Context: an optimization exercise on an open-source flow, tuned for a short achievable clock period and few clock cycles. The choices shown serve that exercise and are no tape-out recipe.
At most, simulation tests tie the RTL to the original design; equivalence was not proved.
No activity file was given, so power comes from the tool's default toggle rates.

==> sierra <==
// tiny16
module tiny16 (
    input  wire        clk,
    input  wire        rst,
    input  wire [15:0] start_pc,
    output reg         mem_valid,
    output reg  [14:0] mem_addr,
    output reg  [1:0]  mem_wstrb,
    output reg  [15:0] mem_wdata,
    input  wire        mem_ready,
    input  wire [15:0] mem_rdata,
    output wire        uart_valid,
    output wire [7:0]  uart_data,
    output reg         halted,
    output reg         fault,
    output reg  [15:0] fault_pc,
    output reg  [4:0]  fault_op
);
    localparam OP_NOP  = 5'h00, OP_HALT = 5'h01, OP_LDI  = 5'h02, OP_MOV  = 5'h03,
               OP_ADD  = 5'h04, OP_SUB  = 5'h05, OP_AND  = 5'h06, OP_OR   = 5'h07,
               OP_XOR  = 5'h08, OP_NOT  = 5'h09, OP_SHL  = 5'h0A, OP_SHR  = 5'h0B,
               OP_ADDI = 5'h0C, OP_CMPI = 5'h0D, OP_CMP  = 5'h0E, OP_LD   = 5'h0F,
               OP_ST   = 5'h10, OP_LDB  = 5'h11, OP_STB  = 5'h12, OP_LDS  = 5'h13,
               OP_STS  = 5'h14, OP_JMP  = 5'h15, OP_JZ   = 5'h16, OP_JNZ  = 5'h17,
               OP_JC   = 5'h18, OP_JN   = 5'h19, OP_CALL = 5'h1A, OP_RET  = 5'h1B,
               OP_IN   = 5'h1C, OP_OUT  = 5'h1D;
    localparam S_F = 3'd0, S_D = 3'd1, S_M = 3'd2, S_KA = 3'd3, S_H = 3'd4;
    localparam D_REG = 3'd0, D_NONE = 3'd1, D_PC = 3'd2, D_IR = 3'd3, D_K = 3'd4;
    reg [2:0]  state;
    reg [15:0] pc;        
    reg [15:0] ipc;       
    reg [15:0] ir;
    reg [15:0] k;
    reg [15:0] x [0:7];
    reg [15:0] fy;        
    reg        fc, fv;
    reg [15:0] da;        
    reg [15:0] wd;        
    reg [7:0]  lo;
    reg        ph, m_wide, m_we, m_pre, m_inval;
    reg [2:0]  m_dest, m_rd;
    wire [4:0]  op   = ir[15:11];
    wire [2:0]  rd   = ir[10:8];
    wire [2:0]  rs   = ir[7:5];
    wire [15:0] xd   = x[rd];
    wire [15:0] xs   = x[rs];
    wire [15:0] imm8 = {{8{ir[7]}}, ir[7:0]};
    wire [15:0] imm5 = {{11{ir[4]}}, ir[4:0]};
    wire [15:0] sp   = x[7];
    wire fz = (fy == 16'h0000);
    wire fn = fy[15];
    wire c_illegal = (op[4:1] == 4'b1111);
    wire c_halt    = (op == OP_HALT);
  ...
clock: 8.5 ns
lec_check: 0
abc_clock_period_in_ps: 3000
cap_margin: 20
core_margin: 2
core_utilization: 40
place_density: 0.6
setup_slack_margin: 5.0
slew_margin: 20
run.sh (not shown) runs the stock make flow with config.mk's settings and CLKGATE_MAP_FILE= SYNTH_SCRIPT=/design/flow/synth_recipe.tcl, a recipe that flattens the netlist after the stock synthesis.
==> onyx: changes against sierra <==
ABC_CLOCK_PERIOD_IN_PS = default   (was 3000)
SETUP_SLACK_MARGIN = default   (was 5.0)
==> results.cfg <==
[outcome]
status = finished clean

[layout]
clock_area_share_pct = 3.81
nFillCells = 5817
final_cell_area_um2 = 36300
buffers = 572
finalNonFillerCells = 4436

[worst_setup_path]
r2r_end = x[6][12]
crit_path_max_fanout = 7
endpoint = x[6][12]

[detailed_routing]
wl_per_cell_um = 30.9
vias_per_cell = 6.75
routed_wirelength_um = 137000
dr_total_vias = 29947

[global_routing]
grt_pass1_vias = 27604
grt_max_degree = 97

[pwr]
pg_comb_w = 0.0113
power_frac_seq_pct = 15.6

[timing]
clock_skew_ps = 38.4

[min_path]
min_to = fault_pc[15]
# the run above: sierra

==> results.cfg <==
[layout]
finalNonFillerCells = 4072
nFillCells = 6384
buffers = 218

[outcome]
status = finished clean

[detailed_routing]
routed_wirelength_um = 124000
dr_total_vias = 27529
wl_per_cell_um = 30.5

[global_routing]
grt_pass1_vias = 25490
grt_max_degree = 91

[worst_setup_path]
endpoint = x[3][14]

[min_path]
min_to = fault_pc[5]

[pwr]
pg_comb_w = 0.00803
# the run above: onyx

Testbench counts of sierra, summed over its fixed seeds: cycles 42,725.
Testbench counts of onyx, summed over its fixed seeds: cycles 42,725.


==> inputs of job 9774 <==
Another version of the RTL of tiny16 (not shown whole).
==> module tiny16_mmio, before the edit <==
module tiny16_mmio (
    input  wire        clk,
    input  wire        rst,
    input  wire [7:0]  rd_addr,
    output reg  [7:0]  rd_data,
    input  wire        wr_en,
    input  wire [7:0]  wr_addr,
    input  wire [7:0]  wr_data,
    input  wire        tick,
    output reg         uart_valid,
    output reg  [7:0]  uart_data
);
    reg [15:0] timer;
    reg [15:0] timercmp;
    reg        irq_pending;
    reg        irq_chk;      
    wire [15:0] ge_s;
    wire        ge;
    tiny16_add16 u_cmp (.a(timer), .b(~timercmp), .cin(1'b1), .s(ge_s), .co(ge));
    wire        irq_eff = irq_pending || (irq_chk && (timercmp != 16'h0000) && ge);
    always @(*) begin
        case (rd_addr)
            8'h00:   rd_data = 8'h00;
            8'h01:   rd_data = 8'hFF;
            8'h10:   rd_data = timer[7:0];
            8'h11:   rd_data = timer[15:8];
            8'h12:   rd_data = timercmp[7:0];
            8'h13:   rd_data = timercmp[15:8];
            8'h14:   rd_data = {7'b0, irq_eff};
            default: rd_data = 8'h00;
        endcase
    end
    reg [15:0] timer_w;
    reg [15:0] cmp_w;
    reg        irq_w;
    always @(*) begin
        timer_w = timer;
        cmp_w   = timercmp;
        irq_w   = irq_eff;
        if (wr_en) begin
            case (wr_addr)
                8'h10: timer_w[7:0]  = wr_data;
                8'h11: timer_w[15:8] = wr_data;
                8'h12: cmp_w[7:0]    = wr_data;
                8'h13: cmp_w[15:8]   = wr_data;
                8'h14: if (wr_data == 8'h01) irq_w = 1'b0;
                default: ;
            endcase
        end
    end
    wire [15:0] timer_t;
    tiny16_inc16 u_inc (.a(timer_w), .inc2(1'b0), .y(timer_t));
    always @(posedge clk) begin
        if (rst) begin
            timer       <= 16'h0000;
            timercmp    <= 16'h0000;
            irq_pending <= 1'b0;
            irq_chk     <= 1'b0;
            uart_valid  <= 1'b0;
            uart_data   <= 8'h00;
        end else begin
            timercmp   <= cmp_w;
            uart_valid <= wr_en && (wr_addr == 8'h00);
            if (wr_en && (wr_addr == 8'h00))
                uart_data <= wr_data;
            irq_chk     <= tick;
            irq_pending <= irq_w;
            timer       <= tick ? timer_t : timer_w;
        end
    end
endmodule
clock: 8.5 ns
lec_check: 0
abc_clock_period_in_ps: 2500
cap_margin: 20
core_margin: 2
core_utilization: 40
place_density: 0.6
setup_slack_margin: 5.0
slew_margin: 20
==> job 9150 (differences from job 9774) <==
--- a/flow/design.v
+++ b/flow/design.v
@@ -140,4 +140,5 @@
     reg        irq_pending;
     reg        irq_chk;      
+    reg        tick_d;       
     wire [15:0] ge_s;
     wire        ge;
@@ -159,6 +160,8 @@
     reg [15:0] cmp_w;
     reg        irq_w;
+    wire [15:0] timer_t;
+    tiny16_inc16 u_inc (.a(timer), .inc2(1'b0), .y(timer_t));
     always @(*) begin
-        timer_w = timer;
+        timer_w = tick_d ? timer_t : timer;
         cmp_w   = timercmp;
         irq_w   = irq_eff;
@@ -174,6 +177,4 @@
         end
     end
-    wire [15:0] timer_t;
-    tiny16_inc16 u_inc (.a(timer_w), .inc2(1'b0), .y(timer_t));
     always @(posedge clk) begin
         if (rst) begin
@@ -182,4 +183,5 @@
             irq_pending <= 1'b0;
             irq_chk     <= 1'b0;
+            tick_d      <= 1'b0;
             uart_valid  <= 1'b0;
             uart_data   <= 8'h00;
@@ -189,7 +191,8 @@
             if (wr_en && (wr_addr == 8'h00))
                 uart_data <= wr_data;
-            irq_chk     <= tick;
+            tick_d      <= tick;
+            irq_chk     <= tick_d;
             irq_pending <= irq_w;
-            timer       <= tick ? timer_t : timer_w;
+            timer       <= timer_w;
         end
     end
CELL_PAD_IN_SITES_DETAIL_PLACEMENT = 1   (was default)
CELL_PAD_IN_SITES_GLOBAL_PLACEMENT = 2   (was default)
==> job 8824 (differences from job 9774) <==
--- a/flow/design.v
+++ b/flow/design.v
@@ -140,4 +140,5 @@
     reg        irq_pending;
     reg        irq_chk;      
+    reg        tick_d;       
     wire [15:0] ge_s;
     wire        ge;
@@ -159,6 +160,8 @@
     reg [15:0] cmp_w;
     reg        irq_w;
+    wire [15:0] timer_t;
+    tiny16_inc16 u_inc (.a(timer), .inc2(1'b0), .y(timer_t));
     always @(*) begin
-        timer_w = timer;
+        timer_w = tick_d ? timer_t : timer;
         cmp_w   = timercmp;
         irq_w   = irq_eff;
@@ -174,6 +177,4 @@
         end
     end
-    wire [15:0] timer_t;
-    tiny16_inc16 u_inc (.a(timer_w), .inc2(1'b0), .y(timer_t));
     always @(posedge clk) begin
         if (rst) begin
@@ -182,4 +183,5 @@
             irq_pending <= 1'b0;
             irq_chk     <= 1'b0;
+            tick_d      <= 1'b0;
             uart_valid  <= 1'b0;
             uart_data   <= 8'h00;
@@ -189,7 +191,8 @@
             if (wr_en && (wr_addr == 8'h00))
                 uart_data <= wr_data;
-            irq_chk     <= tick;
+            tick_d      <= tick;
+            irq_chk     <= tick_d;
             irq_pending <= irq_w;
-            timer       <= tick ? timer_t : timer_w;
+            timer       <= timer_w;
         end
     end
CORE_UTILIZATION = 35   (was 40)
PLACE_DENSITY = 0.45   (was 0.6)
==> results.py <==
metrics = {
    "status": {
        "outcome": "complete, no violations",
    },
    "finish": {
        "seq_cell_count": 381,
        "multi_input_area_share": 0.587,
    },
    "synthesis": {
        "ys_seq_area_frac": 0.240,
        "synthXorXnorAreaFrac": 0.0342,
        "synth-simple-area-share": 0.208,
    },
    "pwr": {
        "swShare": 0.541,
    },
    "setup_path": {
        "crit_path_cell_trace": "buf_12, or3b_4, nor2_4, buf_6, nor2_4, buf_6, a221o_1, buf_2",
    },
    "sta": {
        "hold_slack_ps": 451,
    },
}
[end of results for job 9774]
==> results.py <==
metrics = {
    "setup_path": {
        "crit_path_cell_trace": "buf_12, buf_6, a22oi_2, nand4_1, buf_12, o21a_4, inv_6, buf_6, buf_4, buf_6, buf_6, buf_6, buf_6, buf_6, buf_6, ha_4, inv_2, a222oi_1, o2111ai_2, a221oi_4, a2bb2oi_4, buf_12, clkbuf_16, a21oi_2",
    },
    "placed_design": {
        "dp.cells": 5023,
    },
    "pwr": {
        "swShare": 0.531,
    },
    "status": {
        "outcome": "complete, no violations",
    },
    "synthesis": {
        "synthXorXnorAreaFrac": 0.0354,
        "ys_seq_area_frac": 0.257,
        "synth-simple-area-share": 0.202,
    },
    "finish": {
        "seq_cell_count": 382,
    },
    "sta": {
        "hold_slack_ps": 454,
    },
}
[end of results for job 9150]
==> results.py <==
metrics = {
    "synthesis": {
        "synthXorXnorAreaFrac": 0.0354,
        "ys_seq_area_frac": 0.257,
        "synth-simple-area-share": 0.202,
    },
    "finish": {
        "multi_input_area_share": 0.569,
    },
    "sta": {
        "hold_slack_ps": 446,
    },
    "detailed_routing": {
        "dr_wl_met3_mm": 25.2,
        "ant_nets": 0,
    },
    "pwr": {
        "swShare": 0.519,
    },
    "clock_network": {
        "clock_latency_ps": 650,
    },
    "status": {
        "outcome": "complete, no violations",
    },
    "setup_path": {
        "crit_path_cell_trace": "buf_12, or3b_4, nor2_4, buf_12, buf_4, buf_8, a222oi_1, inv_1, buf_2",
    },
    "floorplan": {
        "core_sq_um": 86500,
    },
    "grt": {
        "antenna_found_initial": 12,
    },
}
[end of results for job 8824]
Testbench counts of job 9774, summed over its fixed seeds: cycles 42,725.
Function not checked in job 9150 and job 8824: the RTL went through the layout flow alone.

[afterwards: timing with drivers on the ports]
Ports are ideal in the flow. The routed layouts listed here were re-timed in OpenROAD. Step 1 assumes that a clkbuf_16 drives the clock port and a buf_2 every other input. Step 2, shift: input delay + t, output delay - t, t = (earliest + latest rising clock arrival at the registers) / 2. This alone moves slack from input paths to output paths. Slacks: no drivers / after step 1 / after step 2; pairs: no drivers / after step 1.
| run | shift t [ns] | setup slack, ns | worst setup path after step 2 | worst data-port slew with drivers (ns) |
|---|---|---|---|---|
| sierra | 0.647 | 3.968 / 3.968 / 3.968 | register to register | 0.05 |
| onyx | 0.649 | 2.416 / 2.402 / 2.401 | input to register | 0.08 |
| job 9774 | 0.708 | 4.237 / 4.163 / 3.981 | input to register | 0.09 |
| job 9150 | 0.692 | 4.144 / 4.144 / 4.144 | register to register | 0.05 |
| job 8824 | 0.690 | 4.145 / 4.072 / 4.272 | input to register | 0.06 |
After both steps every run listed still meets setup and hold. The setup slack of job 9774, which loses most, moves by -0.074 ns with the drivers and by -0.256 ns with both steps.
